What follows belongs to an exercise in optimizing a design on an open flow for small area, a short achievable clock period and few clock cycles; a production flow would make more cautious choices.
Only simulation tests tie the RTL to the original design; equivalence was not proved.
Power figures rest on the tool's default switching activity, not on a simulated workload.

==> design/flow/design.v <==
module updi_host (
    input  wire        clk,
    input  wire        rst,
    input  wire        cfg_a24,
    input  wire        req_valid,
    output wire        req_ready,
    input  wire [4:0]  req_op,
    input  wire        req_wide,
    input  wire [23:0] req_addr,
    input  wire [15:0] req_data,
    input  wire [16:0] req_len,
    output wire        rsp_valid,
    output wire [2:0]  rsp_kind,
    output wire [2:0]  rsp_stage,
    output wire [2:0]  rsp_cause,
    output wire [15:0] rsp_data,
    output wire [1:0]  life,
    output wire [1:0]  session,
    output wire        desync,
    input  wire        wd_valid,
    output wire        wd_ready,
    input  wire [7:0]  wd_data,
    output wire        rd_valid,
    output wire [7:0]  rd_data,
    output wire        ctl_valid,
    output wire [2:0]  ctl_cmd,
    input  wire        ctl_ready,
    input  wire        ctl_fail,
    output wire        tx_valid,
    output wire [7:0]  tx_data,
    input  wire        tx_ready,
    input  wire        rx_valid,
    input  wire        rx_err,
    input  wire [7:0]  rx_data,
    output wire        rx_ready
);
    localparam [4:0] OP_OPEN   = 5'd0,  OP_CLOSE  = 5'd1,  OP_DBRK   = 5'd2,
                     OP_ISP    = 5'd3,  OP_CDL    = 5'd4,  OP_INIT   = 5'd5,
                     OP_LDCS   = 5'd6,  OP_STCS   = 5'd7,  OP_LOAD   = 5'd8,
                     OP_STORE  = 5'd9,  OP_SETPTR = 5'd10, OP_LDINC  = 5'd11,
                     OP_STINC  = 5'd12, OP_REPEAT = 5'd13, OP_BULK   = 5'd14,
                     OP_KEY    = 5'd15, OP_SIB    = 5'd16;
    localparam [1:0] L_CLOSED = 2'd0, L_OPENED = 2'd1, L_SYNC = 2'd2;
    localparam [1:0] S_UNSYNC = 2'd0, S_SPS = 2'd1, S_VERIFIED = 2'd2;
    localparam [2:0] K_OK = 3'd0, K_TRANSPORT = 3'd1, K_NORESP = 3'd2,
                     K_PROTOCOL = 3'd3, K_INVARG = 3'd4, K_LINKINIT = 3'd5;
    localparam [2:0] G_NONE = 3'd0, G_ARG = 3'd1, G_CONFIGURE = 3'd2,
                     G_SEND = 3'd3, G_RECEIVE = 3'd4, G_ACK = 3'd5,
                     G_CHECK = 3'd6;
    localparam [2:0] C_CLOSE = 3'd0, C_DRAIN = 3'd1, C_CFG_BREAK = 3'd2,
                     C_CFG_OP = 3'd3, C_DELAY = 3'd4;
    localparam [3:0] F_SIB  = 4'd0,  F_ISP1 = 4'd1,  F_ISP2 = 4'd2,
                     F_CDL  = 4'd3,  F_BRK  = 4'd4,
                     F_LDCS = 4'd6,  F_STCS = 4'd7,  F_LOAD = 4'd8,
                     F_STORE = 4'd9, F_PTR  = 4'd10, F_LDI  = 4'd11,
                     F_STI  = 4'd12, F_REP  = 4'd13, F_KEYH = 4'd15;
    localparam [2:0] ST_IDLE = 3'd0, ST_TX = 3'd1, ST_RX = 3'd2,
                     ST_BULK = 3'd3, ST_KEY = 3'd4, ST_KLD = 3'd5,
                     ST_SEQ = 3'd6, ST_CTL = 3'd7;
    localparam [3:0] P_O1 = 4'd0, P_O2 = 4'd1, P_O3 = 4'd2,
                     P_C1 = 4'd3, P_C2 = 4'd4,
                     P_D0 = 4'd5, P_D1 = 4'd6, P_D2 = 4'd7, P_D3 = 4'd8,
                     P_D4 = 4'd9, P_D5 = 4'd10, P_D6 = 4'd11, P_D7 = 4'd12,
                     P_D8 = 4'd13, P_D9 = 4'd14;
    reg [2:0]  st;
    reg [3:0]  pc;
    reg [3:0]  fr;
    reg [2:0]  hidx;
    reg [16:0] cnt;
    reg [1:0]  bph;             
    reg [9:0]  bcc;             
    reg        pend;            
    reg        abort;           
    reg        sent_any;
    reg        retry;
    reg        ctl_fail_r;
    reg [2:0]  ctl_cmd_r;
    reg [4:0]  op;
    reg        wide;
    reg        a24;
    reg [23:0] addr;            
    reg [15:0] dat;
    reg [7:0]  hi_r;
    reg [7:0]  kb [0:31];
    reg [1:0]  life_r, session_r;
    reg        desync_r;
    reg        rsp_r;
    reg [2:0]  kind_r, stage_r, cause_r;
    wire [7:0] lenm1 = addr[7:0] - 8'd1;
    wire [7:0] asz   = a24 ? 8'h08 : 8'h04;
    wire [7:0] psz   = a24 ? 8'h02 : 8'h01;
    wire [7:0] dsz   = wide ? 8'h01 : 8'h00;
    reg [7:0] opc;
    always @(*) begin
        case (fr)
            F_ISP1:  opc = 8'hC3;
            F_ISP2:  opc = 8'hC2;
            F_CDL:   opc = 8'h80;
            F_LDCS:  opc = {4'h8, addr[3:0]};
            F_STCS:  opc = {4'hC, addr[3:0]};
            F_LOAD:  opc = 8'h00 | asz | dsz;
            F_STORE: opc = 8'h40 | asz | dsz;
            F_PTR:   opc = 8'h68 | psz;
            F_LDI:   opc = 8'h24 | dsz;
            F_STI:   opc = 8'h64 | dsz;
            F_REP:   opc = 8'hA0;
            F_KEYH:  opc = {6'b111000, addr[1:0]};
            default: opc = 8'hE6;                        
        endcase
    end
    reg [7:0] fbyte;
    always @(*) begin
        case (hidx)
            3'd0: fbyte = (fr == F_BRK) ? 8'h00 : 8'h55;
            3'd1: fbyte = opc;
            3'd2: case (fr)
                      F_ISP1:  fbyte = 8'h08;
                      F_ISP2:  fbyte = 8'h80;
                      F_STCS:  fbyte = dat[7:0];
                      F_REP:   fbyte = lenm1;
                      default: fbyte = addr[7:0];
                  endcase
            3'd3: fbyte = addr[15:8];
            3'd4: fbyte = addr[23:16];
            3'd5: fbyte = dat[7:0];
            default: fbyte = dat[15:8];
        endcase
    end
    reg [7:0] bbyte;
    always @(*) begin
        if (bph == 2'd0) begin
            case (hidx)
                3'd1: bbyte = 8'hC2;
                3'd2: bbyte = 8'h0E;
                3'd4: bbyte = 8'hA0;
                3'd5: bbyte = lenm1;
                3'd7: bbyte = 8'h65;
                default: bbyte = 8'h55;
            endcase
        end else begin
            case (hidx[1:0])
                2'd0: bbyte = 8'h55;
                2'd1: bbyte = 8'hC2;
                default: bbyte = 8'h06;
            endcase
        end
    end
    wire st_tx   = (st == ST_TX);
    wire st_bulk = (st == ST_BULK);
    wire st_key  = (st == ST_KEY);
    wire st_rx   = (st == ST_RX);
    wire tx_on   = st_tx | st_bulk | st_key;
    wire src_wd  = (st_tx & (fr == F_STI) & hidx[1]) | (st_bulk & (bph == 2'd1));
    wire [7:0] ibyte = st_key ? kb[cnt[4:0]] : st_bulk ? bbyte : fbyte;
    wire [2:0] alast = a24 ? 3'd4 : 3'd3;
    reg f_last;
    always @(*) begin
        case (fr)
            F_BRK:   f_last = (hidx == 3'd0);
            F_STCS, F_REP, F_ISP1, F_ISP2:
                     f_last = (hidx == 3'd2);
            F_LOAD, F_PTR:
                     f_last = (hidx == alast);
            F_STORE: f_last = (hidx == alast) || (hidx == (wide ? 3'd6 : 3'd5));
            F_STI:   f_last = (hidx == {2'b01, wide});
            default: f_last = (hidx == 3'd1);
        endcase
    end
    wire f_reqlast = (fr == F_STCS) | (fr == F_REP) |
                     ((fr == F_ISP2) & (op == OP_ISP));
    wire b_reqlast = (bph == 2'd2) & (hidx[1:0] == 2'd2);
    wire b_unb     = (dat[15:10] != 6'd0) | (dat == 16'd0);
    wire b_last    = b_reqlast | (!b_unb & (bcc == 10'd1));
    wire k_last    = (cnt[4:0] == 5'd0);
    wire snd_last  = (st_tx & f_last) | (st_bulk & b_last) | (st_key & k_last);
    wire req_last  = (st_tx & f_last & f_reqlast) | (st_bulk & b_reqlast) |
                     (st_key & k_last);
    assign tx_valid = tx_on & !pend & (!src_wd | wd_valid);
    assign tx_data  = src_wd ? wd_data : ibyte;
    wire   tx_fire  = tx_valid & tx_ready;
    wire   bc       = tx_on & ((pend & rx_valid) | (tx_fire & (abort | rx_valid)));
    assign rx_ready = st_rx | (tx_on & !abort & (pend | tx_fire));
    wire   rx_fire  = rx_ready & rx_valid;
    wire k_ld_last  = (cnt[2:0] == 3'd7) & (addr[1:0] == 2'd0 | cnt[3]) &
                      (addr[1:0] != 2'd2 | cnt[4]);
    assign wd_ready = (src_wd & !pend & tx_ready & tx_on) | (st == ST_KLD);
    wire   wd_fire  = wd_ready & wd_valid;
    assign ctl_valid = (st == ST_CTL);
    assign ctl_cmd   = ctl_cmd_r;
    wire rx_dat = (fr == F_LDCS) | (fr == F_LOAD) | (fr == F_CDL);
    wire rx_ack = (fr == F_STORE) | (fr == F_PTR) | (fr == F_STI);
    wire rx_str = (fr == F_LDI) | (fr == F_SIB);
    wire cnt1   = (cnt == 17'd1);
    wire ack_fin = (fr == F_PTR) | ((fr == F_STORE) & hidx[2] & (hidx[1] | hidx[0])) |
                   ((fr == F_STI) & cnt1);
    wire is_ack  = (rx_data == 8'h40);
    wire nz      = (rx_data != 8'h00);
    wire rx_fin  = st_rx & rx_valid & !rx_err &
                   ((rx_dat & cnt1 & ((fr != F_CDL) | nz)) |
                    (rx_ack & ack_fin & is_ack) |
                    (rx_str & cnt1));
    wire fast    = rx_fin | (req_last & bc);
    assign rsp_valid = rsp_r | fast;
    assign req_ready = (st == ST_IDLE) | fast;
    wire   accept    = req_valid & req_ready;
    assign rsp_kind  = kind_r;
    assign rsp_stage = stage_r;
    assign rsp_cause = cause_r;
    wire   dsel      = st_rx & ((fr == F_LDCS) | (fr == F_LOAD));
    wire   hsel      = st_rx & (fr == F_LOAD) & wide;
    wire   cdl1      = st_rx & (fr == F_CDL) & (op == OP_CDL);
    assign rsp_data  = {hi_r & {8{hsel}}, rx_data[7:1] & {7{dsel}},
                        (rx_data[0] & dsel) | cdl1};
    assign rd_valid = st_rx & rx_str & rx_valid & !rx_err;
    assign rd_data  = rx_data;
    assign life    = life_r;
    assign session = (st_rx & (fr == F_CDL)) ? S_VERIFIED : session_r;
    assign desync  = desync_r;
    wire rq_ldi  = (req_op == OP_LDINC) | (req_op == OP_STINC);
    wire rq_rep  = (req_op == OP_REPEAT) | (req_op == OP_BULK);
    wire arg_bad = (req_op > OP_SIB) ||
                   (rq_ldi && (req_len[15:0] == 16'd0 || req_len[16])) ||
                   (rq_rep && (req_len == 17'd0 || req_len > 17'd256)) ||
                   ((req_op == OP_KEY) && (req_len > 17'd2));
    wire closed  = (life_r == L_CLOSED);
    task automatic fail(input [2:0] k, input [2:0] g);
        begin
            rsp_r <= 1'b1;
            if (op == OP_INIT && retry) begin
                kind_r <= K_LINKINIT; stage_r <= g; cause_r <= k;
            end else begin
                kind_r <= k; stage_r <= g; cause_r <= K_OK;
            end
            if (sent_any && op != OP_OPEN && op != OP_DBRK)
                desync_r <= 1'b1;
            st <= ST_IDLE;
        end
    endtask
    task automatic done_ok;
        begin
            rsp_r <= 1'b1;
            st    <= ST_IDLE;
        end
    endtask
    task automatic ctl(input [2:0] c, input [3:0] next);
        begin
            ctl_cmd_r <= c; st <= ST_CTL; pc <= next;
        end
    endtask
    task automatic send(input [3:0] f);
        begin
            fr <= f; hidx <= 3'd0; st <= ST_TX;
        end
    endtask
    task automatic cdl_miss;
        begin
            if (op == OP_CDL)
                done_ok;
            else if (!retry) begin
                retry <= 1'b1; st <= ST_SEQ; pc <= P_D0;
            end else
                fail(K_OK, G_CHECK);
        end
    endtask
    always @(posedge clk) begin
        if (rst) begin
            st        <= ST_IDLE;
            life_r    <= L_CLOSED;
            session_r <= S_UNSYNC;
            desync_r  <= 1'b0;
            rsp_r     <= 1'b0;
            kind_r    <= K_OK;
            stage_r   <= G_NONE;
            cause_r   <= K_OK;
            pend      <= 1'b0;
            abort     <= 1'b0;
        end else begin
            rsp_r <= 1'b0;
            if (bc) pend <= 1'b0;
            else if (tx_fire) pend <= 1'b1;
            if (bc & snd_last) abort <= 1'b0;
            else if (tx_on & rx_fire & rx_err) abort <= 1'b1;
            if (tx_fire) sent_any <= 1'b1;
            case (st)
            ST_TX: if (bc) begin
                if (!f_last) hidx <= hidx + 3'd1;
                else begin
                    case (fr)
                        F_STCS, F_REP: st <= ST_IDLE;
                        F_ISP1: begin
                            session_r <= S_SPS;
                            send(F_ISP2);
                        end
                        F_ISP2: if (op == OP_ISP) st <= ST_IDLE;
                                else send(F_CDL);
                        F_BRK:  st <= ST_SEQ;
                        F_KEYH: st <= ST_KEY;
                        F_LDI:  st <= ST_RX;
                        F_SIB:  begin cnt <= 17'd32; st <= ST_RX; end
                        F_LOAD: begin cnt <= wide ? 17'd2 : 17'd1; st <= ST_RX; end
                        F_LDCS, F_CDL: begin cnt <= 17'd1; st <= ST_RX; end
                        default: st <= ST_RX;                
                    endcase
                end
            end
            ST_BULK: if (bc) begin
                bcc  <= b_last ? dat[9:0] : bcc - 10'd1;
                hidx <= hidx + 3'd1;
                case (bph)
                    2'd0: if (hidx == 3'd7) bph <= 2'd1;
                    2'd1: begin
                        cnt <= cnt - 17'd1;
                        if (cnt1) begin bph <= 2'd2; hidx <= 3'd0; end
                    end
                    default: if (b_reqlast) st <= ST_IDLE;
                endcase
            end
            ST_KEY: if (bc) begin
                cnt <= cnt - 17'd1;
                if (k_last) st <= ST_IDLE;
            end
            ST_KLD: if (wd_valid) begin
                kb[cnt[4:0]] <= wd_data;
                if (k_ld_last) send(F_KEYH);
                else cnt <= cnt + 17'd1;
            end
            ST_RX: if (rx_valid) begin
                if (rx_err) begin
                    if (fr == F_CDL) begin
                        desync_r <= 1'b1;
                        cdl_miss;
                    end else
                        fail(K_NORESP, G_RECEIVE);
                end else if (rx_ack) begin
                    if (!is_ack)
                        fail(K_PROTOCOL, G_ACK);
                    else if (ack_fin)
                        st <= ST_IDLE;
                    else if (fr == F_STORE) begin
                        hidx <= 3'd5; st <= ST_TX;
                    end else begin
                        cnt <= cnt - 17'd1; hidx <= 3'd2; st <= ST_TX;
                    end
                end else begin
                    hi_r <= rx_data;
                    cnt  <= cnt - 17'd1;
                    if (cnt1) begin
                        if (fr != F_CDL)
                            st <= ST_IDLE;
                        else if (nz) begin
                            session_r <= S_VERIFIED;
                            st <= ST_IDLE;
                        end else
                            cdl_miss;
                    end
                end
            end
            ST_CTL: if (ctl_ready) begin
                ctl_fail_r <= ctl_fail;
                st <= ST_SEQ;
            end
            ST_SEQ: begin
                case (pc)
                    P_O1: begin
                        if (!closed) ctl(C_CLOSE, P_O2); else pc <= P_O2;
                        life_r <= L_CLOSED;
                    end
                    P_O2: ctl(C_CFG_OP, P_O3);
                    P_O3: if (ctl_fail_r) fail(K_TRANSPORT, G_CONFIGURE);
                          else begin
                              ctl(C_DRAIN, P_D0);
                              life_r <= L_OPENED; session_r <= S_UNSYNC;
                          end
                    P_C1: if (!closed) ctl(C_CLOSE, P_C2); else pc <= P_C2;
                    P_C2: begin
                        life_r <= L_CLOSED; session_r <= S_UNSYNC; desync_r <= 1'b0;
                        done_ok;
                    end
                    P_D0: begin
                        if (!closed) ctl(C_CLOSE, P_D1); else pc <= P_D1;
                        life_r <= L_CLOSED;
                    end
                    P_D1: ctl(C_CFG_BREAK, P_D2);
                    P_D2: if (ctl_fail_r) fail(K_TRANSPORT, G_CONFIGURE);
                          else begin
                              ctl(C_DRAIN, P_D3);
                              life_r <= L_OPENED; session_r <= S_UNSYNC;
                          end
                    P_D3: begin send(F_BRK); pc <= P_D4; end
                    P_D4: ctl(C_DELAY, P_D5);
                    P_D5: begin send(F_BRK); pc <= P_D6; end
                    P_D6: begin ctl(C_CLOSE, P_D7); life_r <= L_CLOSED; end
                    P_D7: ctl(C_CFG_OP, P_D8);
                    P_D8: if (ctl_fail_r) fail(K_TRANSPORT, G_CONFIGURE);
                          else begin
                              life_r <= L_SYNC; session_r <= S_UNSYNC; desync_r <= 1'b0;
                              ctl(C_DRAIN, P_D9);
                          end
                    P_D9: if (op == OP_INIT) send(F_ISP1); else done_ok;
                    default: done_ok;
                endcase
            end
            default: ;
            endcase
            if (accept) begin
                op       <= req_op;
                wide     <= req_wide;
                a24      <= cfg_a24;
                addr     <= req_addr;
                if (req_op == OP_REPEAT || req_op == OP_BULK || req_op == OP_KEY)
                    addr[7:0] <= req_len[7:0];
                dat      <= req_data;
                sent_any <= 1'b0;
                retry    <= 1'b0;
                pend     <= 1'b0;
                abort    <= 1'b0;
                kind_r   <= K_OK;
                stage_r  <= G_NONE;
                cause_r  <= K_OK;
                hidx     <= 3'd0;
                fr       <= req_op[3:0];
                case (req_op)
                    OP_LDINC: cnt <= req_wide ? {req_len[15:0], 1'b0} : {1'b0, req_len[15:0]};
                    OP_STINC: cnt <= {1'b0, req_len[15:0]};
                    OP_BULK:  cnt <= {7'd0, req_len[8:0], 1'b0};
                    default:  cnt <= 17'd0;
                endcase
                bph <= 2'd0;
                bcc <= (req_data != 16'd0 && req_data < 16'd10) ? 10'd6 : req_data[9:0];
                case (req_op)
                    OP_OPEN:  begin st <= ST_SEQ; pc <= P_O1; end
                    OP_CLOSE: begin st <= ST_SEQ; pc <= P_C1; end
                    OP_DBRK:  begin st <= ST_SEQ; pc <= P_D0; end
                    OP_ISP, OP_INIT: begin
                        if (closed) begin
                            rsp_r <= 1'b1; kind_r <= K_TRANSPORT; stage_r <= G_SEND;
                            st <= ST_IDLE;
                        end else begin
                            fr <= F_ISP1; st <= ST_TX;
                        end
                    end
                    OP_CDL: begin
                        if (closed) begin
                            rsp_r <= 1'b1; st <= ST_IDLE;
                        end else begin
                            fr <= F_CDL; st <= ST_TX;
                        end
                    end
                    default: begin
                        if (arg_bad) begin
                            rsp_r <= 1'b1; kind_r <= K_INVARG; stage_r <= G_ARG;
                            st <= ST_IDLE;
                        end else if (closed) begin
                            rsp_r <= 1'b1; kind_r <= K_TRANSPORT; stage_r <= G_SEND;
                            st <= ST_IDLE;
                        end else if (req_op == OP_KEY)
                            st <= ST_KLD;
                        else if (req_op == OP_BULK)
                            st <= ST_BULK;
                        else
                            st <= ST_TX;
                    end
                endcase
            end
        end
    end
endmodule
==> design/flow/run.sh <==
#!/bin/bash
# synth_recipe.tcl (not shown) runs the flow's synth.tcl, then flattens the netlist and writes it again
# the make line also repeats each setting of config.mk as NAME=value (left out here)
make -C /OpenROAD-flow-scripts/flow DESIGN_CONFIG=/design/flow/config.mk WORK_HOME=/design/flow/orfs CLKGATE_MAP_FILE= SYNTH_SCRIPT=/design/flow/synth_recipe.tcl finish
==> design/flow/config.mk <==
export PLATFORM = sky130hd
export DESIGN_NAME = updi_host
export DESIGN_NICKNAME = updi_host
export VERILOG_FILES = /design/flow/design.v
export SDC_FILE = /design/flow/constraint.sdc
export NUM_CORES = 4
export LEC_CHECK = 0
export CAP_MARGIN = 20
export CORE_MARGIN = 2
export CORE_UTILIZATION = 40
export SLEW_MARGIN = 20
==> design/flow/constraint.sdc <==
create_clock -name core_clock -period 8.0 [get_ports {clk}]
set_input_delay 1.6000 -clock core_clock [delete_from_list [all_inputs] [get_ports {clk}]]
set_output_delay 1.6000 -clock core_clock [all_outputs]
set_load 0.01 [all_outputs]
==> summary.txt, run 1 <==
CP Max Fanout = 13
Clock share of power = 28.2%
Status = no timing/DRC/antenna violations
Area grow syn2layout = 16.4%
CTS tree = yes
Largest net degree at the start of global routing = 60
DR vias/cell = 6.06
Final Skew = 0.0284 ns
I/O pins = 145
CTS sink cnt = 382
Fin Hold WS = 0.429 ns
H-Tree Depth = 2
Initial antenna violation count = 0
Final period utilization = 79.5%
Post-synth top area share = 54.9%
Site Rows = 80
Clock root buffer = clkbuf_16
Yosys cell types = 87
Syn Inst Count = 1574
Remaining Overflow, GRT = 0
Synth area leader = edfxtp_1
Total track usage = 22.4%
LEAKAGE = 7.24 nW
CP Launch Type = flip-flop
Worst hold path class = reg -> reg
Chip Width = 225 um
Vias in the first global route = 13700
Area of the die = 50600 sq um
Via count = 14100
Worst-path clk slew = 0.06 ns
Post-detail-place hpwl = 38900 um
Reg power frac = 39.4%
Average wire per standard cell = 24.4 um
End-of-flow core utilization = 47.4%
Final #Nets = 1783
I/O Buffers = 144
First DRT Iteration DRCs = 1446
Rel. slew slack = 26.5%
Setup crit end kind = output pin
Total power = 6.65 mW
Antenna-violating nets left = 0
Total net switching power = 2.26 mW
Kind of critical path = reg -> out
Flops & latches, synth = 382
Number of synthesized flops with an enable pin = 357
Starting Density = 40.7%
Mean post-synth cell area = 12.4 sq um
Post-synth top flop = edfxtp_1
Post-CTS Resized = 0
Routed WL = 56800 um
Share of cells above drive strength 1 = 12.0%
Max VDD drop = 0.215 mV
Final setup fails = 0
Fin crit period = 6.36 ns
DRC violations left = 0
Final hold violation count = 0
RD Place Congestion = 0.960
Core ar. = 47900 sq um
Combinational fraction of design power = 32.4%
1st-pass router iterations = 6
CTS Hold Bufs = 0
Die height = 225 um
Sw Share = 34.1%
Clk Latency, worst-skew pair = 0.58 ns
Longest Clk Path Bufs = 3
Final Max Tran Viols = 0
RSZ-0062 raised after global routing = no
Power per Cell Area = 292 nW/um^2
Buffer count from post-CTS setup fixing = 0
Crit path DAT = 4.76 ns
Antenna Cells = 0
Fill cells = 4260
Synthesized area = 19500 sq um
YS warnings = 1
Worst slew pin tran = 1.10 ns
Int Pwr = 4.38 mW
Asr flop ratio synth = 0%
Critical Path RT = 6.40 ns
First-pass GRT wire length = 85700 um
Maximum clock rate = 157 MHz
Dominant cells by area after synthesis = edfxtp_1 55%, mux4_2 9.2%, nor2_1 3.0%
Seq/Total Area, Yosys = 57.5%
Setup TNS = 0 ns
Num CTS Buffers = 41
Max cap viols = 0
## registers in the layout, summed over array words and instances (netlist names), 2 cells and up, named ones only
name	cells
kind_r	3
cause_r	3
cnt	17
kb	256
addr	24
hidx	3
stage_r	3
st	3
pc	4
op	5
dat	16
bcc	10
fr	4
life_r	2
hi_r	8
session_r	2
bph	2
ctl_cmd_r	3
## cells by family after synthesis
group / synth area share (%)
mux: 10.6
simple gates: 13.4
xor+xnor: 1.12
compound gates: 13.0
flops: 57.5
fa+ha+maj: 1.20
buf+inv: 3.12
## power by group through the flow
stage | Combinational, mW | Clock (mW) | Sequential, mW
final | 2.15 | 1.88 | 2.62
after global routing | 2.32 | 2.00 | 2.65
after CTS | 2.15 | 1.92 | 2.62
after detailed placement | 2.14 | 0 | 2.66
after global placement | 2.13 | 0 | 2.66
after floorplan | 1.59 | 0 | 2.47
## layout make-up
class | instances | area, sq um | area share [%]
Clock inverter | 26 | 260 | 1.14
Tap cell | 615 | 769 | 3.38
Inverter | 26 | 103 | 0.451
Sequential cell | 382 | 11200 | 49.4
Timing Repair Buffer | 167 | 1610 | 7.10
Clock buffer | 49 | 1060 | 4.65
Multi-Input combinational cell | 1058 | 7700 | 33.9
## Yosys cell counts, types with 6 or more instances
master    number
dfxtp_1       25
nand3_1       34
nor3_1        46
a22oi_1        9
nor3b_1       10
buf_4          9
ha_1          18
nor2_1       155
buf_1         10
o22ai_1       13
inv_1         24
o211ai_1      13
buf_2         10
a221o_1        7
a22o_1         6
a222oi_1       6
and3_1        13
or3b_2         6
o21a_1         7
a221oi_1      19
o221ai_1      11
nand2_1      125
o31ai_1       13
nor2b_1       29
or3_1         13
nor4_1        18
mux4_2        80
a31oi_1       13
nand2b_1      18
or2_2          7
and2_1        22
mux2_2        11
edfxtp_1     357
a211oi_1      18
xor2_1         9
o21ai_0       85
clkbuf_1      72
mux2i_1       15
a21oi_1       88
xnor2_1       16
nand4_1        7
## cell usage in the layout, fill, tap and decap left out, drive strengths merged, types with 34 or more instances in the layout
master / instances
a21oi: 89
clkbuf: 49
clkdlybuf4s50: 144
edfxtp: 357
mux4: 80
nand2: 126
nand3: 34
nor2: 156
nor3: 49
o21ai: 90
## routing by layer
metal  global-route usage [%]  up-vias  part of all wire, %
li1                         -     6380                    -
met1                     30.7     6959                   41
met2                     35.6      632                   47
met3                     4.22      116                  8.0
met4                     8.42        0                  3.6
met5                        0        -                    0
## critical path, stage by stage, from the launching register on
cell,delay (ns)
edfxtp_1,0.61
clkinv_1,0.38
ha_1,0.44
nor4_1,0.72
a31oi_1,0.21
o211ai_1,0.14
a21oi_1,0.05
o21ai_0,0.29
nor2_1,0.14
o31ai_1,0.53
clkdlybuf4s50_1,0.64
## path summary, 6_finish.rpt
check,from,end,slack [ns],depth (start not counted)
min reg2reg,cause_r[2],cause_r[2],0.43,2
max,hidx[2],tx_data[6],1.64,10
max reg2reg,st[0],addr[16],3.35,9
min,cause_r[2],cause_r[2],0.43,2
## per-stage QoR
| step | setup slack [ns] | area [sq um] | std cells |
|---|---|---|---|
| floorplan | 2.44 | 19500 | 1574 |
| global placement | 2.23 | 21400 | 2248 |
| detailed placement | 2.16 | 21400 | 2248 |
| CTS | 1.65 | 22700 | 2323 |
| global route | 1.37 | 22700 | 2323 |
| finish | 1.64 | 22700 | 2323 |
Testbench counts, summed over its fixed seeds: cycles 22,261.
==> inputs of run 2 (changes only) <==
--- a/design/flow/design.v
+++ b/design/flow/design.v
@@ -83,3 +83,5 @@
     reg [7:0]  hi_r;
-    reg [7:0]  kb [0:31];
+    reg [7:0]  ring [0:31];
+    reg [4:0]  kd;
+    reg [4:0]  rp;
     reg [1:0]  life_r, session_r;
@@ -153,3 +155,3 @@
     wire src_wd  = (st_tx & (fr == F_STI) & hidx[1]) | (st_bulk & (bph == 2'd1));
-    wire [7:0] ibyte = st_key ? kb[cnt[4:0]] : st_bulk ? bbyte : fbyte;
+    wire [7:0] ibyte = st_key ? ring[{rp[4:1], 1'b0}] : st_bulk ? bbyte : fbyte;
     wire [2:0] alast = a24 ? 3'd4 : 3'd3;
@@ -177,3 +179,3 @@
                      (st_key & k_last);
-    assign tx_valid = tx_on & !pend & (!src_wd | wd_valid);
+    assign tx_valid = tx_on & !pend & (!src_wd | wd_valid) & !(st_key & rp[0]);
     assign tx_data  = src_wd ? wd_data : ibyte;
@@ -185,3 +187,3 @@
                       (addr[1:0] != 2'd2 | cnt[4]);
-    assign wd_ready = (src_wd & !pend & tx_ready & tx_on) | (st == ST_KLD);
+    assign wd_ready = (src_wd & !pend & tx_ready & tx_on) | ((st == ST_KLD) & (kd == 5'd0));
     wire   wd_fire  = wd_ready & wd_valid;
@@ -264,2 +266,10 @@
     endtask
+    integer i;
+    always @(posedge clk) begin
+        ring[0] <= ((st == ST_KLD) & wd_fire) ? wd_data : ring[31];
+        for (i = 1; i < 32; i = i + 1)
+            ring[i] <= ring[i-1];
+        kd <= ((st == ST_KLD) & !wd_fire) ? kd + 5'd1 : 5'd0;
+        rp <= ((st == ST_KLD) & wd_fire) ? 5'd0 : rp + 5'd1 + {4'd0, st_key & bc};
+    end
     always @(posedge clk) begin
@@ -321,4 +331,3 @@
             end
-            ST_KLD: if (wd_valid) begin
-                kb[cnt[4:0]] <= wd_data;
+            ST_KLD: if (wd_fire) begin
                 if (k_ld_last) send(F_KEYH);
--- a/design/flow/config.mk
+++ b/design/flow/config.mk
@@ -7,2 +7,3 @@
 export LEC_CHECK = 0
+export ABC_CLOCK_PERIOD_IN_PS = 4000
 export CAP_MARGIN = 20
@@ -10,2 +11,3 @@
 export CORE_UTILIZATION = 40
+export SETUP_SLACK_MARGIN = 3.5
 export SLEW_MARGIN = 20
==> run 2 against run 1 <==
  * Still clean
  * Clock power shrank 4%
  * Register-to-register slack better by 0.30 ns
  * Worst hold slack got worse by 0.11 ns
  * Global-route usage is 0.37 points higher
  * Utilization rose by 3.5 points
  * First-iteration DRC count down 8.4%
  * Maximum frequency is 32% higher
  * Non-clock buffer count grew 71
  * Critical path type is now in -> out
  * Highest routed layer unchanged
==> summary.txt, run 2 <==
Status = no timing/DRC/antenna violations
Worst-path clk slew = 0.06 ns (about the same)
Share of cells above drive strength 1 = 16.7% (+4.7 points)
Int Pwr = 4.13 mW (-5.7%)
Crit path DAT = 3.22 ns (-1.54 ns)
Longest Clk Path Bufs = 3 (unchanged)
Power per Cell Area = 313 nW/um^2 (+6.9%)
YS warnings = 2 (+1)
Setup crit end kind = output pin
Max VDD drop = 0.153 mV (-29%)
Largest net degree at the start of global routing = 45 (-25%)
Average wire per standard cell = 20.6 um (-16%)
Min-delay src = ring[5][1]
Routed WL = 49500 um (-13%)
Most common cell after layout, fill and taps aside = dfxtp_1
Sw Share = 36.3% (+2.2 points)
Post-synth top flop = dfxtp_1
Most common cell in the netlist = dfxtp_1
DRC violations left = 0 (unchanged)
Flops & latches, synth = 387 (+1.3%)
Seq/Total Area, Yosys = 53.2% (-4.3 points)
CP max-delay cell = nor4_4
Num CTS Buffers = 41 (unchanged)
Post-synthesis mux area share = 3.25% (-7.4 points)
Clock share of power = 27.9% (-0.3 points)
Synth Area in Simple Gates = 17.5% (+4.1 points)
RSZ-0062 raised after global routing = yes
Antenna-violating nets left = 0 (unchanged)
Rel. slew slack = 18.4% (-8.0 points)
Total net switching power = 2.36 mW (+4.1%)
Asr flop ratio synth = 0% (unchanged)
H-Tree Depth = 2 (unchanged)
Dpl cells = 2255 (+0.31%)
Final Max Tran Viols = 0 (unchanged)
Synth Area in XOR/XNOR = 1.81% (+0.69 points)
CP Launch Type = primary input
Critical path buffers and inverters = 3 (+1)
Starting Density = 40.4% (-0.31 points)
Maximum clock rate = 208 MHz (+32%)
Remaining Overflow, GRT = 0 (unchanged)
Fin area = 20800 sq um (-8.7%)
Dpl cell area = 18300 sq um (-14%)
Syn Inst Count = 1669 (+6.0%)
Final period utilization = 60.2% (-19 points)
Post-synthesis adder-cell area fraction = 1.60% (+0.39 points)
Main combinational cell family by area after synthesis = compound AO/OA/AOI/OAI gates
RR Startpoint = cnt[3]
Number of synthesized flops with an enable pin = 101 (-72%)
Initial antenna violation count = 1 (+1)
DR vias/cell = 5.76 (-4.9%)
RD Place Congestion = 0.916 (-4.6%)
First DRT Iteration DRCs = 1324 (-8.4%)
Post-synth top area share = 34.8% (-20 points)
Synth area leader = dfxtp_1
Chip Width = 207 um (-8.0%)
Total track usage = 22.8% (+0.37 points)
Combinational fraction of design power = 34.6% (+2.2 points)
Setup TNS = 0 ns (unchanged)
Final hold violation count = 0 (unchanged)
CP delay by family, top = simple AND/OR/NAND/NOR gates
First-pass GRT wire length = 75700 um (-12%)
Area of the die = 42800 sq um (-15%)
LEAKAGE = 7.63 nW (+5.5%)
Top post-synthesis cells by count = 286 x dfxtp_1, 157 x nand2_1, 140 x nor2_1
Reg power frac = 37.5% (-1.9 points)
Pre-CTS WS = 2.22 ns (+0.0638 ns)
I/O pins = 145 (unchanged)
Worst slew pin tran = 1.22 ns (+0.117 ns)
Die height = 207 um (-8.0%)
Leading cell types in the layout, fill and taps excluded = 280 x dfxtp_1, 155 x nand2_1, 135 x nor2_1, 119 x clkdlybuf4s50_1, 101 x edfxtp_1
CTS sink cnt = 387 (+1.3%)
Worst hold path class = reg -> reg
Vias in the first global route = 13100 (-4.2%)
Compound-gate portion of the synthesized area = 18.8% (+5.8 points)
I/O Buffers = 144 (unchanged)
Site Rows = 74 (-7.5%)
End-of-flow core utilization = 51.0% (+3.5 points)
CP Max Fanout = 2 (-11)
CTS tree = yes
CP peak stage delay = 0.32 ns (-0.40 ns)
Final worst-path setup slack = 3.18 ns (+1.54 ns)
Final Skew = 0.0342 ns (+0.00576 ns)
Final #Nets = 1945 (+9.1%)
Kind of critical path = in -> out
Synthesized area = 16500 sq um (-16%)
Max cap viols = 0 (unchanged)
1st-pass router iterations = 5 (-1)
Via count = 13800 (-1.7%)
Post-detail-place hpwl = 34100 um (-12%)
Mean post-synth cell area = 9.86 sq um (-20%)
Fin crit period = 4.82 ns (-1.54 ns)
Finished Layout Cells = 2401 (+3.4%)
Clock root buffer = clkbuf_16
Critical Path RT = 6.40 ns (about the same)
Final setup fails = 0 (unchanged)
Clk Latency, worst-skew pair = 0.57 ns (about the same)
Dominant cells by area after synthesis = dfxtp_1 35%, edfxtp_1 18%, nand2_1 3.6%
CP cell instances = buf_8, nor4_4, and3b_2, o311ai_2, a32oi_1, o311a_4, buf_6, nand2b_1, buf_2
Area grow syn2layout = 26.1%
Yosys cell types = 92 (+5.7%)
Largest register FFs = 256 (unchanged)
Beginning of the critical path = rx_data[7]
Core ar. = 40700 sq um (-15%)
-- run 2: power groups by stage --
stage / logic, mW / registers, mW / clock network [mW]
after CTS: 2.14 / 2.42 / 1.86
after global routing: 2.42 / 2.46 / 1.93
final: 2.25 / 2.43 / 1.81
after detailed placement: 1.92 / 2.47 / 0
after floorplan: 1.35 / 2.34 / 0
after global placement: 1.91 / 2.47 / 0
-- run 2: layer usage --
layer	track usage (%)	vias to the layer above	part of all wire (%)
met3	4.16	102	6.5
li1	-	6511	-
met4	7.09	0	2.9
met2	35.7	525	45
met5	0	-	0
met1	31.9	6703	45
-- run 2: metrics by stage --
step           total power, mW  hold WS (ns)
2_1_floorplan             3.69         0.310
3_3_place_gp              4.38         0.310
3_5_place_dp              4.40         0.312
4_1_cts                   6.42         0.321
5_1_grt                   6.81         0.327
6_report                  6.49         0.319
-- run 2: cells by family (layout without fill, tap and decap cells) --
family | Yosys count | after routing
compound gates | 449 | 449
xor+xnor | 34 | 34
fa+ha+maj | 21 | 21
buf+inv | 151 | 350
flops | 387 | 387
mux | 46 | 46
other cells | 0 | 1
simple gates | 581 | 581
-- run 2: what timing repair did --
action	4_1_cts	5_1_grt
pin swaps	44	35
endpoints found under the setup margin	147	80
resized for setup	190	52
setup buffers	48	19
hold buffers	0	0
cloned	2	0
-- run 2: cell type report --
| class | count | area [sq um] |
|---|---|---|
| inverters | 36 | 143 |
| repair buffers | 238 | 2250 |
| diodes | 1 | 2.50 |
| fillers | 3745 | 20000 |
| clock buffers | 53 | 1120 |
| multi-input cells | 1131 | 7620 |
| well taps | 532 | 666 |
| clock inverters | 23 | 181 |
| flip-flops and latches | 387 | 8770 |
-- run 2: path summary, 6_finish.rpt --
kind	endpoint	slack, ns	cells after the start
max	rsp_valid	3.18	9
min	ring[6][1]	0.32	0
max reg2reg	dat[13]	3.65	13
min reg2reg	ring[6][1]	0.32	0
-- run 2: worst reg2reg max path, cell delays in order, from the launching register on --
cell and delay [ns]:
edfxtp_1 0.53, nor4_1 0.62, nand4_1 0.26, o31ai_1 0.56
a32oi_1 0.15, o311a_4 0.18, buf_6 0.13, buf_4 0.12
buf_4 0.13, a21boi_4 0.16, buf_8 0.33, inv_6 0.22
nor2_4 0.28, buf_8 0.32
Testbench counts of run 2, summed over its fixed seeds: cycles 22,261.
==> inputs of run 3 (changes only) <==
--- a/design/flow/config.mk
+++ b/design/flow/config.mk
@@ -7,3 +7,2 @@
 export LEC_CHECK = 0
-export ABC_CLOCK_PERIOD_IN_PS = 4000
 export CAP_MARGIN = 20
@@ -11,3 +10,2 @@
 export CORE_UTILIZATION = 40
-export SETUP_SLACK_MARGIN = 3.5
 export SLEW_MARGIN = 20
==> run 3 against run 2 <==
  * Critical path type is now reg -> out
  * Worst hold slack improved by 0.00091 ns
  * Combinational power shrank 15%
  * Sequential share of layout area is 2.2 points higher
  * Largest cell class unchanged
  * Critical path depth stayed put
  * Maximum frequency down 22%
  * Critical endpoint is now tx_data[5]
  * Sequential power hardly changed
  * Utilization shrank 2.6 points
  * Synthesized cell count unchanged
==> summary.txt, run 3 <==
Setup crit end kind = output pin
H-Tree Depth = 2 (unchanged)
CTS tree = yes
Power per Cell Area = 321 nW/um^2 (+2.7%)
Max VDD drop = 0.161 mV (+5.0%)
RR Startpoint = fr[0]
CP max-delay cell = edfxtp_1
Syn Inst Count = 1669 (unchanged)
Worst slew pin tran = 1.01 ns (-0.210 ns)
Asr flop ratio synth = 0% (unchanged)
Die height = 207 um (unchanged)
Final period utilization = 77.6% (+17 points)
Hold path depth = 0 (unchanged)
Starting Density = 40.4% (unchanged)
Routed WL = 47000 um (-5.1%)
Site Rows = 74 (unchanged)
Share of cells above drive strength 1 = 8.02% (-8.7 points)
Initial antenna violation count = 2 (+1)
Number of synthesized flops with an enable pin = 101 (unchanged)
First-pass GRT wire length = 72100 um (-4.8%)
I/O pins = 145 (unchanged)
Seq/Total Area, Yosys = 53.2% (unchanged)
CP Launch Type = flip-flop
CP delay by family, top = compound AO/OA/AOI/OAI gates
Longest Clk Path Bufs = 3 (unchanged)
Post-CTS Resized = 0 (-100%)
Largest net degree at the start of global routing = 48 (+6.7%)
Synth area leader = dfxtp_1
YS warnings = 2 (unchanged)
Average wire per standard cell = 20.2 um (-2.2%)
RD Place Congestion = 0.929 (+1.4%)
Crit path DAT = 4.61 ns (+1.39 ns)
1st-pass router iterations = 7 (+2)
Synthesized area = 16500 sq um (unchanged)
Num CTS Buffers = 41 (unchanged)
Reg2reg end = fr[3]
Worst-path clk slew = 0.06 ns (about the same)
Flops & latches, synth = 387 (unchanged)
Min-delay src = ring[17][7]
Post-detail-place hpwl = 33400 um (-2.0%)
RSZ-0062 raised after global routing = no
Finished Layout Cells = 2330 (-3.0%)
Chip Width = 207 um (unchanged)
Antenna-violating nets left = 0 (unchanged)
Clock root buffer = clkbuf_16
Rel. slew slack = 32.6% (+14 points)
Area of the die = 42800 sq um (unchanged)
Mean post-synth cell area = 9.86 sq um (unchanged)
Setup TNS = 0 ns (unchanged)
Clk Latency, worst-skew pair = 0.58 ns (about the same)
Register-to-Register Path Depth = 9 (-4)
Remaining Overflow, GRT = 0 (unchanged)
Critical Path RT = 6.40 ns (about the same)
DRC violations left = 0 (unchanged)
Final setup fails = 0 (unchanged)
CP peak stage delay = 1.01 ns (+0.69 ns)
Fin crit period = 6.21 ns (+1.39 ns)
Final Max Tran Viols = 0 (unchanged)
Post-synth top flop = dfxtp_1
Status = no timing/DRC/antenna violations
Dominant cells by area after synthesis = dfxtp_1 35%, edfxtp_1 18%, nand2_1 3.6%
Leading cell types in the layout, fill and taps excluded = 285 x dfxtp_1, 157 x nand2_1, 144 x clkdlybuf4s50_1, 139 x nor2_1, 101 x edfxtp_1
CP cell instances = nor2b_1, and3_1, a21oi_1, a21o_1, a221o_1, a221oi_1, o21ai_0, a221o_1, clkdlybuf4s50_1
Top post-synthesis cells by count = 286 x dfxtp_1, 157 x nand2_1, 140 x nor2_1
Post-synth top area share = 34.8% (unchanged)
LEAKAGE = 7.10 nW (-7.1%)
Hold Path End = ring[18][7]
Dpl cells = 2253 (-0.089%)
DR vias/cell = 5.72 (-0.73%)
Setup slack, reg-to-reg = 3.47 ns (-0.18 ns)
I/O Buffers = 144 (unchanged)
Max cap viols = 0 (unchanged)
Total track usage = 21.8% (-1.0 points)
Final #Nets = 1874 (-3.7%)
Area grow syn2layout = 19.7%
Maximum clock rate = 161 MHz (-22%)
CTS Hold Bufs = 0 (unchanged)
Largest register FFs = 256 (unchanged)
CTS sink cnt = 387 (unchanged)
Worst path most repeated cell = a221o_1
Buffer count from post-CTS setup fixing = 0 (-100%)
Worst hold path class = reg -> reg
Vias in the first global route = 12600 (-3.5%)
Critical path buffers and inverters = 1 (-2)
Final hold violation count = 0 (unchanged)
Yosys cell types = 92 (unchanged)
Final Skew = 0.0408 ns (+0.00659 ns)
Kind of critical path = reg -> out
Via count = 13300 (-3.7%)
Core ar. = 40700 sq um (unchanged)
End-of-flow core utilization = 48.4% (-2.6 points)
First DRT Iteration DRCs = 1182 (-11%)
Most common cell in the netlist = dfxtp_1
CP Max Fanout = 36 (+34)
Most common cell after layout, fill and taps aside = dfxtp_1
Fill cells = 3786 (+1.1%)
==> run 3: cell types whose count changed in the layout (fill, tap and decap cells not counted), sizes merged <==
cell and delta:
diode +1, buf -83, inv +7, dlygate4sd2 -6
clkbuf -1, clkinv -11, bufbuf -2, clkdlybuf4s50 +25
clkdlybuf4s15 -3, dlymetal6s2s -1, bufinv +3
==> run 3: cells by family after synthesis <==
| group | synth area share [%] |
|---|---|
| AO/OA/AOI/OAI | 18.8 |
| XOR/XNOR | 1.81 |
| adder cells (fa/ha/maj) | 1.60 |
| buffers and inverters | 3.76 |
| flip-flops | 53.2 |
| multiplexers | 3.25 |
| AND/OR/NAND/NOR | 17.5 |
==> run 3: metal layers <==
metal / wire length [um] / vias up / GRT usage [%]
li1: - / 6361 / -
met1: 21500 / 6401 / 30.6
met2: 21200 / 475 / 33.5
met3: 2900 / 96 / 3.63
met4: 1430 / 0 / 8.54
met5: 0 / - / 0
==> run 3: worst reg2reg max path: stages (launching register included) <==
cell and delay, ns:
edfxtp_1 1.01, nor2b_1 0.61, nand3_1 0.40, o311ai_0 0.33, nand2_1 0.20, o311a_4 0.38, a21boi_4 0.17, buf_4 0.48
a21oi_1 0.08, nor3_1 0.51
==> run 3: where the power goes <==
part           total (mW)  internal, mW  switching (mW)
Combinational        1.92         0.746            1.18
Sequential           2.45          2.21           0.245
Clock                1.95          1.12           0.830
==> run 3: how the worst max path moves through the flow <==
stage | startpoint | endpoint | slack [ns] | cells past startpoint
6_report | fr[0] | tx_data[5] | 1.79 | 9
5_1_grt | fr[0] | tx_data[0] | 1.58 | 9
4_1_cts | fr[0] | tx_data[5] | 1.86 | 9
3_5_place_dp | rx_data[4] | rsp_valid | 1.95 | 8
3_3_place_gp | rx_data[3] | req_ready | 2.01 | 8
2_1_floorplan | rx_valid | a24 | 2.41 | 9
==> run 3: final cells by class <==
type / instances / area (sq um) / area share (%)
multi-input cells: 1131 / 7120 / 36.1
diodes: 2 / 5.00 / 0.0254
repair buffers: 167 / 1610 / 8.19
clock inverters: 22 / 278 / 1.41
well taps: 532 / 666 / 3.38
flip-flops and latches: 387 / 8760 / 44.4
inverters: 36 / 135 / 0.686
clock buffers: 53 / 1130 / 5.74
==> run 3: stage by stage <==
stage	area, sq um	power (mW)	hold slack, ns	worst slack, ns
after floorplan	16500	3.69	0.310	2.41
after global placement	18300	4.37	0.310	2.01
after detailed placement	18300	4.39	0.312	1.95
after CTS	19700	6.35	0.321	1.86
after global routing	19700	6.64	0.316	1.58
final	19700	6.33	0.320	1.79
==> inputs of run 4 (changes only) <==
--- a/design/flow/config.mk
+++ b/design/flow/config.mk
@@ -7,2 +7,3 @@
 export LEC_CHECK = 0
+export ABC_CLOCK_PERIOD_IN_PS = 3000
 export CAP_MARGIN = 20
@@ -10,2 +11,3 @@
 export CORE_UTILIZATION = 40
+export SETUP_SLACK_MARGIN = 5
 export SLEW_MARGIN = 20
==> run 4 against run 3 <==
  * Die area unchanged
  * Cell count up 9.0%
  * Highest routed layer unchanged
  * Critical path type unchanged
  * Sequential power down 2%
  * Flip-flop and latch count did not move
  * Critical endpoint is now req_ready
  * Still clean on timing, DRC and antenna
  * Clock skew down 0.018 ns
  * Non-clock buffer count up 204
  * Count of clock-buffer cells in the layout increased by 2
  * Global-route usage rose by 3.9 points
==> summary.txt, run 4 <==
Setup TNS = 0 ns (unchanged)
Antenna-violating nets left = 0 (unchanged)
Clock root buffer = clkbuf_16
Flops & latches, synth = 387 (unchanged)
Critical Path RT = 6.40 ns (about the same)
Area of the die = 42800 sq um (unchanged)
First-pass GRT wire length = 84400 um (+17%)
H-Tree Depth = 2 (unchanged)
Seq/Total Area, Yosys = 53.2% (unchanged)
Status = no timing/DRC/antenna violations
Leading cell types in the layout, fill and taps excluded = 280 x dfxtp_1, 143 x nand2_1, 125 x buf_4, 124 x nor2_1, 101 x edfxtp_1
Largest register FFs = 256 (unchanged)
Via count = 14800 (+11%)
CP Max Fanout = 18 (-50%)
DR vias/cell = 5.83 (+1.9%)
Register-to-Register Path Depth = 18 (+9)
Initial antenna violation count = 1 (-1)
Yosys cell types = 92 (unchanged)
Clk Latency, worst-skew pair = 0.58 ns (about the same)
Worst hold path class = reg -> reg
Hold Path End = ring[12][7]
Min-delay src = ring[11][7]
CTS sink cnt = 387 (unchanged)
Num CTS Buffers = 41 (unchanged)
Hold path depth = 0 (unchanged)
Fin crit period = 4.78 ns (-1.43 ns)
Share of cells above drive strength 1 = 29.2% (+21 points)
Kind of critical path = reg -> out
Routed WL = 55800 um (+19%)
Power per Cell Area = 319 nW/um^2 (-0.62%)
RD Place Congestion = 0.901 (-3.0%)
Post-synth top flop = dfxtp_1
Asr flop ratio synth = 0% (unchanged)
Worst-path clk slew = 0.06 ns (about the same)
Crit path DAT = 3.18 ns (-1.43 ns)
Chip Width = 207 um (unchanged)
Final hold violation count = 0 (unchanged)
Synthesized area = 16500 sq um (unchanged)
First DRT Iteration DRCs = 1369 (+16%)
Post-detail-place hpwl = 34000 um (+1.9%)
Core ar. = 40700 sq um (unchanged)
Largest net degree at the start of global routing = 42 (-13%)
Area grow syn2layout = 42.5%
I/O Buffers = 144 (unchanged)
YS warnings = 2 (unchanged)
Remaining Overflow, GRT = 0 (unchanged)
Worst slew pin tran = 1.02 ns (+0.0145 ns)
DRC violations left = 0 (unchanged)
Dpl cell area = 18700 sq um (+2.4%)
RR Startpoint = hidx[2]
Setup crit end kind = output pin
Final Skew = 0.0227 ns (-0.0180 ns)
Dominant cells by area after synthesis = dfxtp_1 35%, edfxtp_1 18%, nand2_1 3.6%
Average wire per standard cell = 22.0 um (+8.8%)
CTS Hold Bufs = 0 (unchanged)
Top post-synthesis cells by count = 286 x dfxtp_1, 157 x nand2_1, 140 x nor2_1
Reg2reg end = addr[0]
Max VDD drop = 0.175 mV (+9.3%)
RSZ-0062 raised after global routing = yes
1st-pass router iterations = 7 (unchanged)
Fin area = 23500 sq um (+19%)
CP Launch Type = flip-flop
Syn Inst Count = 1669 (unchanged)
Most common cell after layout, fill and taps aside = dfxtp_1
Maximum clock rate = 209 MHz (+30%)
Final Max Tran Viols = 0 (unchanged)
Site Rows = 74 (unchanged)
Vias in the first global route = 14300 (+13%)
Number of synthesized flops with an enable pin = 101 (unchanged)
Pre-CTS WS = 2.31 ns (+0.362 ns)
Max cap viols = 0 (unchanged)
Starting Density = 40.4% (unchanged)
Final #Nets = 2083 (+11%)
Fin Hold WS = 0.321 ns (+0.00129 ns)
Rel. slew slack = 31.6% (-1.0 points)
Post-synth top area share = 34.8% (unchanged)
Die height = 207 um (unchanged)
Synth area leader = dfxtp_1
Mean post-synth cell area = 9.86 sq um (unchanged)
Fill cells = 3403 (-10%)
I/O pins = 145 (unchanged)
Setup slack, reg-to-reg = 4.11 ns (+0.64 ns)
Total track usage = 25.6% (+3.9 points)
Final worst-path setup slack = 3.22 ns (+1.43 ns)
Final period utilization = 59.7% (-18 points)
Longest Clk Path Bufs = 3 (unchanged)
Final setup fails = 0 (unchanged)
CTS tree = yes
LEAKAGE = 8.96 nW (+26%)
Most common cell in the netlist = dfxtp_1
==> run 4: cell types whose count changed in the layout (fill, tap and decap cells not counted), sizes merged <==
cell and change:
inv +1, diode -1, clkdlybuf4s50 -78, bufbuf +5, dlygate4sd2 +25, buf +247, clkinv +3, clkbuf +5
bufinv -2, clkinvlp +2, dlymetal6s2s +2
==> run 4: logic make-up after synthesis <==
kind of cell             after synthesis  share of synthesized area [%]
adder cells (fa/ha/maj)               21                           1.60
multiplexers                          46                           3.25
flip-flops                           387                           53.2
AO/OA/AOI/OAI                        449                           18.8
XOR/XNOR                              34                           1.81
AND/OR/NAND/NOR                      581                           17.5
buffers and inverters                151                           3.76
==> run 4: cell type report <==
cell class / count / area (sq um) / area share [%]
multi-input cells: 1131 / 8250 / 35.2
diodes: 1 / 2.50 / 0.0107
clock inverters: 21 / 213 / 0.907
repair buffers: 371 / 4110 / 17.5
clock buffers: 55 / 1210 / 5.16
inverters: 36 / 155 / 0.662
repair inverters: 5 / 71.3 / 0.304
well taps: 532 / 666 / 2.84
flip-flops and latches: 387 / 8780 / 37.4
==> run 4: per-stage QoR <==
stage | power [mW] | utilization, % | instances
after floorplan | 3.85 | - | 1669
after global placement | 4.49 | 46.0 | 2253
after detailed placement | 4.50 | 46.0 | 2253
after CTS | 7.32 | 56.3 | 2499
after global routing | 7.79 | 57.6 | 2539
final | 7.48 | 57.6 | 2539
==> run 4: worst max path at each step <==
stage | start | endpoint | slack (ns) | cells past startpoint
floorplan | rx_data[7] | rsp_valid | 3.58 | 7
global placement | rx_data[7] | req_ready | 2.39 | 8
detailed placement | rx_data[7] | req_ready | 2.31 | 8
CTS | addr[1] | tx_data[5] | 3.16 | 9
global route | addr[1] | tx_data[7] | 3.13 | 11
finish | fr[0] | req_ready | 3.22 | 10
==> run 4: repair_timing <==
item | 4_1_cts | 5_1_grt
buffers inserted | 142 | 39
setup endpoints to repair | 222 | 204
cloned | 28 | 0
resized for setup | 534 | 50
pin swaps | 80 | 47
==> run 4: worst max-delay path: stages (launching register included) <==
cell and delay (ns):
edfxtp_1 0.44, buf_12 0.19, xor2_4 0.16, buf_4 0.16
o211ai_1 0.80, nor3_2 0.08, a32oi_1 0.23, o311a_4 0.25
buf_6 0.12, nand2_4 0.04, buf_6 0.12
==> run 4: power by group <==
group          internal [mW]  switching (mW)  total [mW]
Combinational           1.44            1.68        3.12
Sequential              2.22           0.196        2.41
Clock                   1.12           0.835        1.96
==> run 4: routing by layer <==
metal  share of wire, %  vias to the layer above  GRT usage [%]
met4                4.4                        0           11.2
li1                   -                     6793              -
met5                  0                        -              0
met3                7.2                      184           4.32
met2                 48                      685           42.8
met1                 40                     7145           32.7
==> inputs of run 5 (changes only) <==
--- a/design/flow/design.v
+++ b/design/flow/design.v
@@ -82,5 +82,3 @@
     reg [15:0] dat;
-    reg [7:0]  hi_r;
     reg [7:0]  ring [0:31];
-    reg [4:0]  kd;
     reg [4:0]  rp;
@@ -89,4 +87,7 @@
     reg        rsp_r;
-    reg [2:0]  kind_r, stage_r, cause_r;
-    wire [7:0] lenm1 = addr[7:0] - 8'd1;
+    reg [2:0]  ecode;           
+    localparam [2:0] E_OK = 3'd0, E_TSEND = 3'd1, E_TCFG = 3'd2, E_NORESP = 3'd3,
+                     E_PROTO = 3'd4, E_INVARG = 3'd5, E_LICFG = 3'd6,
+                     E_LICHK = 3'd7;
+    wire [7:0] lenm1 = addr[7:0];
     wire [7:0] asz   = a24 ? 8'h08 : 8'h04;
@@ -94,3 +95,15 @@
     wire [7:0] dsz   = wide ? 8'h01 : 8'h00;
-    reg [7:0] opc;
+    reg [7:0] opc, opc_r, b2, b2_r;
+    always @(*) begin
+        case (fr)
+            F_ISP1:  b2 = 8'h08;
+            F_ISP2:  b2 = 8'h80;
+            F_STCS:  b2 = dat[7:0];
+            default: b2 = addr[7:0];                     
+        endcase
+    end
+    always @(posedge clk) begin
+        opc_r <= opc;
+        b2_r  <= b2;
+    end
     always @(*) begin
@@ -116,10 +129,4 @@
             3'd0: fbyte = (fr == F_BRK) ? 8'h00 : 8'h55;
-            3'd1: fbyte = opc;
-            3'd2: case (fr)
-                      F_ISP1:  fbyte = 8'h08;
-                      F_ISP2:  fbyte = 8'h80;
-                      F_STCS:  fbyte = dat[7:0];
-                      F_REP:   fbyte = lenm1;
-                      default: fbyte = addr[7:0];
-                  endcase
+            3'd1: fbyte = opc_r;
+            3'd2: fbyte = b2_r;
             3'd3: fbyte = addr[15:8];
@@ -187,3 +194,3 @@
                       (addr[1:0] != 2'd2 | cnt[4]);
-    assign wd_ready = (src_wd & !pend & tx_ready & tx_on) | ((st == ST_KLD) & (kd == 5'd0));
+    assign wd_ready = (src_wd & !pend & tx_ready & tx_on) | ((st == ST_KLD) & ((rp == 5'd0) | (cnt[4:0] == 5'd0)));
     wire   wd_fire  = wd_ready & wd_valid;
@@ -199,7 +206,12 @@
     wire nz      = (rx_data != 8'h00);
-    wire rx_fin  = st_rx & rx_valid & !rx_err &
-                   ((rx_dat & cnt1 & ((fr != F_CDL) | nz)) |
-                    (rx_ack & ack_fin & is_ack) |
-                    (rx_str & cnt1));
-    wire fast    = rx_fin | (req_last & bc);
+    wire y_any   = st_rx & cnt1 & ((rx_dat & (fr != F_CDL)) | rx_str);
+    wire y_ack   = st_rx & rx_ack & ack_fin;
+    wire y_cdl   = st_rx & cnt1 & (fr == F_CDL);
+    wire x_txv   = req_last & !pend & !(st_key & rp[0]);
+    wire x_pend  = req_last & pend;
+    wire x_abort = x_txv & abort;
+    wire rx_fin  = rx_valid & !rx_err & (y_any | (y_ack & is_ack) | (y_cdl & nz));
+    wire tx_fin  = (x_pend & rx_valid) | (x_abort & tx_ready) |
+                   (x_txv & tx_ready & rx_valid);
+    wire fast    = rx_fin | tx_fin;
     assign rsp_valid = rsp_r | fast;
@@ -207,5 +219,18 @@
     wire   accept    = req_valid & req_ready;
-    assign rsp_kind  = kind_r;
-    assign rsp_stage = stage_r;
-    assign rsp_cause = cause_r;
+    reg [2:0] ek, eg;
+    always @(*) begin
+        case (ecode)
+            E_TSEND:  begin ek = K_TRANSPORT; eg = G_SEND;      end
+            E_TCFG:   begin ek = K_TRANSPORT; eg = G_CONFIGURE; end
+            E_NORESP: begin ek = K_NORESP;    eg = G_RECEIVE;   end
+            E_PROTO:  begin ek = K_PROTOCOL;  eg = G_ACK;       end
+            E_INVARG: begin ek = K_INVARG;    eg = G_ARG;       end
+            E_LICFG:  begin ek = K_LINKINIT;  eg = G_CONFIGURE; end
+            E_LICHK:  begin ek = K_LINKINIT;  eg = G_CHECK;     end
+            default:  begin ek = K_OK;        eg = G_NONE;      end
+        endcase
+    end
+    assign rsp_kind  = ek;
+    assign rsp_stage = eg;
+    assign rsp_cause = (ecode == E_LICFG) ? K_TRANSPORT : K_OK;
     wire   dsel      = st_rx & ((fr == F_LDCS) | (fr == F_LOAD));
@@ -213,3 +238,3 @@
     wire   cdl1      = st_rx & (fr == F_CDL) & (op == OP_CDL);
-    assign rsp_data  = {hi_r & {8{hsel}}, rx_data[7:1] & {7{dsel}},
+    assign rsp_data  = {dat[15:8] & {8{hsel}}, rx_data[7:1] & {7{dsel}},
                         (rx_data[0] & dsel) | cdl1};
@@ -227,10 +252,6 @@
     wire closed  = (life_r == L_CLOSED);
-    task automatic fail(input [2:0] k, input [2:0] g);
+    task automatic fail(input [2:0] e);
         begin
             rsp_r <= 1'b1;
-            if (op == OP_INIT && retry) begin
-                kind_r <= K_LINKINIT; stage_r <= g; cause_r <= k;
-            end else begin
-                kind_r <= k; stage_r <= g; cause_r <= K_OK;
-            end
+            ecode <= e;
             if (sent_any && op != OP_OPEN && op != OP_DBRK)
@@ -263,3 +284,3 @@
             end else
-                fail(K_OK, G_CHECK);
+                fail(E_LICHK);
         end
@@ -271,3 +292,2 @@
             ring[i] <= ring[i-1];
-        kd <= ((st == ST_KLD) & !wd_fire) ? kd + 5'd1 : 5'd0;
         rp <= ((st == ST_KLD) & wd_fire) ? 5'd0 : rp + 5'd1 + {4'd0, st_key & bc};
@@ -281,5 +301,3 @@
             rsp_r     <= 1'b0;
-            kind_r    <= K_OK;
-            stage_r   <= G_NONE;
-            cause_r   <= K_OK;
+            ecode     <= E_OK;
             pend      <= 1'b0;
@@ -341,6 +359,6 @@
                     end else
-                        fail(K_NORESP, G_RECEIVE);
+                        fail(E_NORESP);
                 end else if (rx_ack) begin
                     if (!is_ack)
-                        fail(K_PROTOCOL, G_ACK);
+                        fail(E_PROTO);
                     else if (ack_fin)
@@ -353,3 +371,3 @@
                 end else begin
-                    hi_r <= rx_data;
+                    dat[15:8] <= rx_data;
                     cnt  <= cnt - 17'd1;
@@ -377,3 +395,3 @@
                     P_O2: ctl(C_CFG_OP, P_O3);
-                    P_O3: if (ctl_fail_r) fail(K_TRANSPORT, G_CONFIGURE);
+                    P_O3: if (ctl_fail_r) fail((op == OP_INIT && retry) ? E_LICFG : E_TCFG);
                           else begin
@@ -392,3 +410,3 @@
                     P_D1: ctl(C_CFG_BREAK, P_D2);
-                    P_D2: if (ctl_fail_r) fail(K_TRANSPORT, G_CONFIGURE);
+                    P_D2: if (ctl_fail_r) fail((op == OP_INIT && retry) ? E_LICFG : E_TCFG);
                           else begin
@@ -402,3 +420,3 @@
                     P_D7: ctl(C_CFG_OP, P_D8);
-                    P_D8: if (ctl_fail_r) fail(K_TRANSPORT, G_CONFIGURE);
+                    P_D8: if (ctl_fail_r) fail((op == OP_INIT && retry) ? E_LICFG : E_TCFG);
                           else begin
@@ -418,3 +436,5 @@
                 addr     <= req_addr;
-                if (req_op == OP_REPEAT || req_op == OP_BULK || req_op == OP_KEY)
+                if (req_op == OP_REPEAT || req_op == OP_BULK)
+                    addr[7:0] <= req_len[7:0] - 8'd1;
+                if (req_op == OP_KEY)
                     addr[7:0] <= req_len[7:0];
@@ -425,5 +445,3 @@
                 abort    <= 1'b0;
-                kind_r   <= K_OK;
-                stage_r  <= G_NONE;
-                cause_r  <= K_OK;
+                ecode    <= E_OK;
                 hidx     <= 3'd0;
@@ -444,3 +462,3 @@
                         if (closed) begin
-                            rsp_r <= 1'b1; kind_r <= K_TRANSPORT; stage_r <= G_SEND;
+                            rsp_r <= 1'b1; ecode <= E_TSEND;
                             st <= ST_IDLE;
@@ -459,6 +477,6 @@
                         if (arg_bad) begin
-                            rsp_r <= 1'b1; kind_r <= K_INVARG; stage_r <= G_ARG;
+                            rsp_r <= 1'b1; ecode <= E_INVARG;
                             st <= ST_IDLE;
                         end else if (closed) begin
-                            rsp_r <= 1'b1; kind_r <= K_TRANSPORT; stage_r <= G_SEND;
+                            rsp_r <= 1'b1; ecode <= E_TSEND;
                             st <= ST_IDLE;
--- a/design/flow/config.mk
+++ b/design/flow/config.mk
@@ -7,3 +7,3 @@
 export LEC_CHECK = 0
-export ABC_CLOCK_PERIOD_IN_PS = 3000
+export ABC_CLOCK_PERIOD_IN_PS = 4000
 export CAP_MARGIN = 20
@@ -11,3 +11,3 @@
 export CORE_UTILIZATION = 40
-export SETUP_SLACK_MARGIN = 5
+export SETUP_SLACK_MARGIN = 3.5
 export SLEW_MARGIN = 20
==> run 5 against run 4 <==
  * Cell count fell by 3.9%
  * Die area rose by 1.4%
  * Clock skew fell by 0.00070 ns
  * Utilization fell by 7.1 points
  * Wire length fell by 6.2%
  * First-iteration DRC count rose by 7.7%
  * Area after synthesis rose by 1.4%
  * Maximum frequency fell by 4.4%
==> summary.txt, run 5 <==
Final #Nets = 1986 (-4.7%)
Remaining Overflow, GRT = 0 (unchanged)
Die height = 208 um (+0.69%)
Largest register FFs = 256 (unchanged)
Maximum clock rate = 200 MHz (-4.4%)
Largest net degree at the start of global routing = 64 (+52%)
Post-detail-place hpwl = 35700 um (+5.0%)
Dpl cell area = 18300 sq um (-2.3%)
Routed WL = 52300 um (-6.2%)
Initial antenna violation count = 0 (-1)
Crit path DAT = 3.40 ns (+0.22 ns)
Average wire per standard cell = 21.5 um (-2.3%)
CP Max Fanout = 4 (-14)
Dominant cells by area after synthesis = dfxtp_1 35%, edfxtp_1 17%, nand2_1 4.3%
DRC violations left = 0 (unchanged)
Kind of critical path = in -> out
I/O pins = 145 (unchanged)
I/O Buffers = 142 (-1.4%)
Site Rows = 74 (unchanged)
Total power = 6.88 mW (-8.1%)
LEAKAGE = 7.59 nW (-15%)
Status = no timing/DRC/antenna violations
CP cell instances = buf_8, or4_4, buf_6, nor2_4, and4_1, o21ai_2, a21oi_4, buf_6, or2_4, buf_6
Final hold violation count = 0 (unchanged)
Syn Inst Count = 1747 (+4.7%)
Starting Density = 40.7% (+0.30 points)
Critical Path RT = 6.40 ns (about the same)
First DRT Iteration DRCs = 1474 (+7.7%)
CP peak stage delay = 0.59 ns (-0.21 ns)
Yosys cell types = 106 (+15%)
Dpl cells = 2303 (+2.2%)
Top post-synthesis cells by count = 290 x dfxtp_1, 190 x nand2_1, 150 x nor2_1
GR Util met2 = 39.7% (-3.1 points)
Final Skew = 0.0220 ns (-0.000697 ns)
Vias in the first global route = 13900 (-2.8%)
Worst slew pin tran = 1.06 ns (+0.0380 ns)
Worst-path clk slew = 0.06 ns (about the same)
Num CTS Buffers = 40 (-2.4%)
Clk Latency, worst-skew pair = 0.57 ns (about the same)
1st-pass router iterations = 5 (-2)
Area grow syn2layout = 24.0%
First-pass GRT wire length = 80500 um (-4.7%)
Final period utilization = 62.5% (+2.8 points)
Fin Hold WS = 0.322 ns (+0.0000640 ns)
Critical path buffers and inverters = 4 (unchanged)
CP Launch Type = primary input
Final setup fails = 0 (unchanged)
CTS tree = yes
Layer with the highest usage = met2
Fin crit period = 5.00 ns (+0.220 ns)
Footprint of the multi-input gates = 7760 sq um (-5.9%)
CP delay by family, top = simple AND/OR/NAND/NOR gates
DR vias/cell = 5.84 (+0.11%)
Post-synth top flop = dfxtp_1
YS warnings = 2 (unchanged)
Mean post-synth cell area = 9.56 sq um (-3.1%)
Grt met1 use = 30.1% (-2.6 points)
CTS Hold Bufs = 0 (unchanged)
Worst path most repeated cell = buf_6
RSZ-0062 raised after global routing = yes
Most common cell in the netlist = dfxtp_1
Synthesized area = 16700 sq um (+1.4%)
Fin area = 20700 sq um (-12%)
Chip Width = 208 um (+0.69%)
Flops & latches, synth = 383 (-1.0%)
Synth area leader = dfxtp_1
Power per Cell Area = 332 nW/um^2 (+4.1%)
RD Place Congestion = 0.926 (+2.8%)
Number of synthesized flops with an enable pin = 93 (-7.9%)
Most common cell after layout, fill and taps aside = dfxtp_1
[run 5: cell count changes in the layout (fill, tap and decap cells not counted), moves of 18 or more]
cell / delta
a22oi_1: +20
dlygate4sd2_1: -21
nand2_1: +46
buf_4: -67
buf_16: -18
a21oi_1: +32
o21ai_0: +29
buf_6: -57
clkdlybuf4s50_1: +49
[run 5: stage by stage]
step                util [%]  worst slack (ns)
floorplan                  -              3.50
global placement        44.6              2.28
detailed placement      44.6              2.09
CTS                     49.8              2.97
global route            50.5              2.95
finish                  50.5              3.00
[run 5: timing repair]
action                     in CTS  in global routing
gates resized for setup       177                 50
gates cloned                    3                  2
buffers inserted               47                 15
pin swaps                      28                 27
setup endpoints to repair     136                127
[run 5: cells by family (layout without fill, tap and decap cells)]
group,Yosys count,in the layout,share of synthesized area (%)
buffers and inverters,171,328,4.69
XOR/XNOR,26,26,1.36
adder cells (fa/ha/maj),19,19,1.39
multiplexers,31,31,1.99
AO/OA/AOI/OAI,495,495,20.3
AND/OR/NAND/NOR,621,623,18.8
other,1,2,0.0225
flip-flops,383,383,51.5
[run 5: worst paths after layout]
kind               start  cells past startpoint           to  slack [ns]
max reg2reg      hidx[2]                     12       bph[1]        3.70
max           rx_data[4]                     10    rsp_valid        3.00
min reg2reg  ring[21][0]                      0  ring[22][0]        0.32
min          ring[21][0]                      0  ring[22][0]        0.32
[run 5: worst register-to-register path: cells and delay by family, from the launching register on]
family                 cells  cell delay, ns
AND/OR/NAND/NOR            2            0.51
flip-flops                 1            0.36
buffers and inverters      5            1.26
AO/OA/AOI/OAI              5            1.85
[run 5: routing by layer]
metal  share of wire (%)  vias up
met5                   0        -
met4                 4.0        0
met3                 6.6      117
met2                  48      593
met1                  42     6859
li1                    -     6671
[run 5: area by class of cell]
type | count | share of cell area, %
clock buffers | 54 | 5.49
inverters | 35 | 0.689
well taps | 532 | 3.21
multi-input cells | 1196 | 37.5
clock inverters | 15 | 0.876
repair buffers | 224 | 10.6
flip-flops and latches | 383 | 41.6
[run 5: where the power goes]
part           switching, mW  leakage [nW]  internal, mW  total (mW)
Sequential             0.250          3.21          2.23        2.48
Combinational           1.51          3.73          1.03        2.54
Clock                  0.765         0.651          1.10        1.87
Total                   2.52          7.59          4.36        6.88
Testbench counts of run 5, summed over its fixed seeds: cycles 22,261.

Check on run 5: ideal ports give 3.001 ns setup slack; a clkbuf_16 on the clock port and buf_2 on the inputs give 2.956 ns; moving port delays by the midpoint clock arrival (0.611 ns) as well gives 2.662 ns.
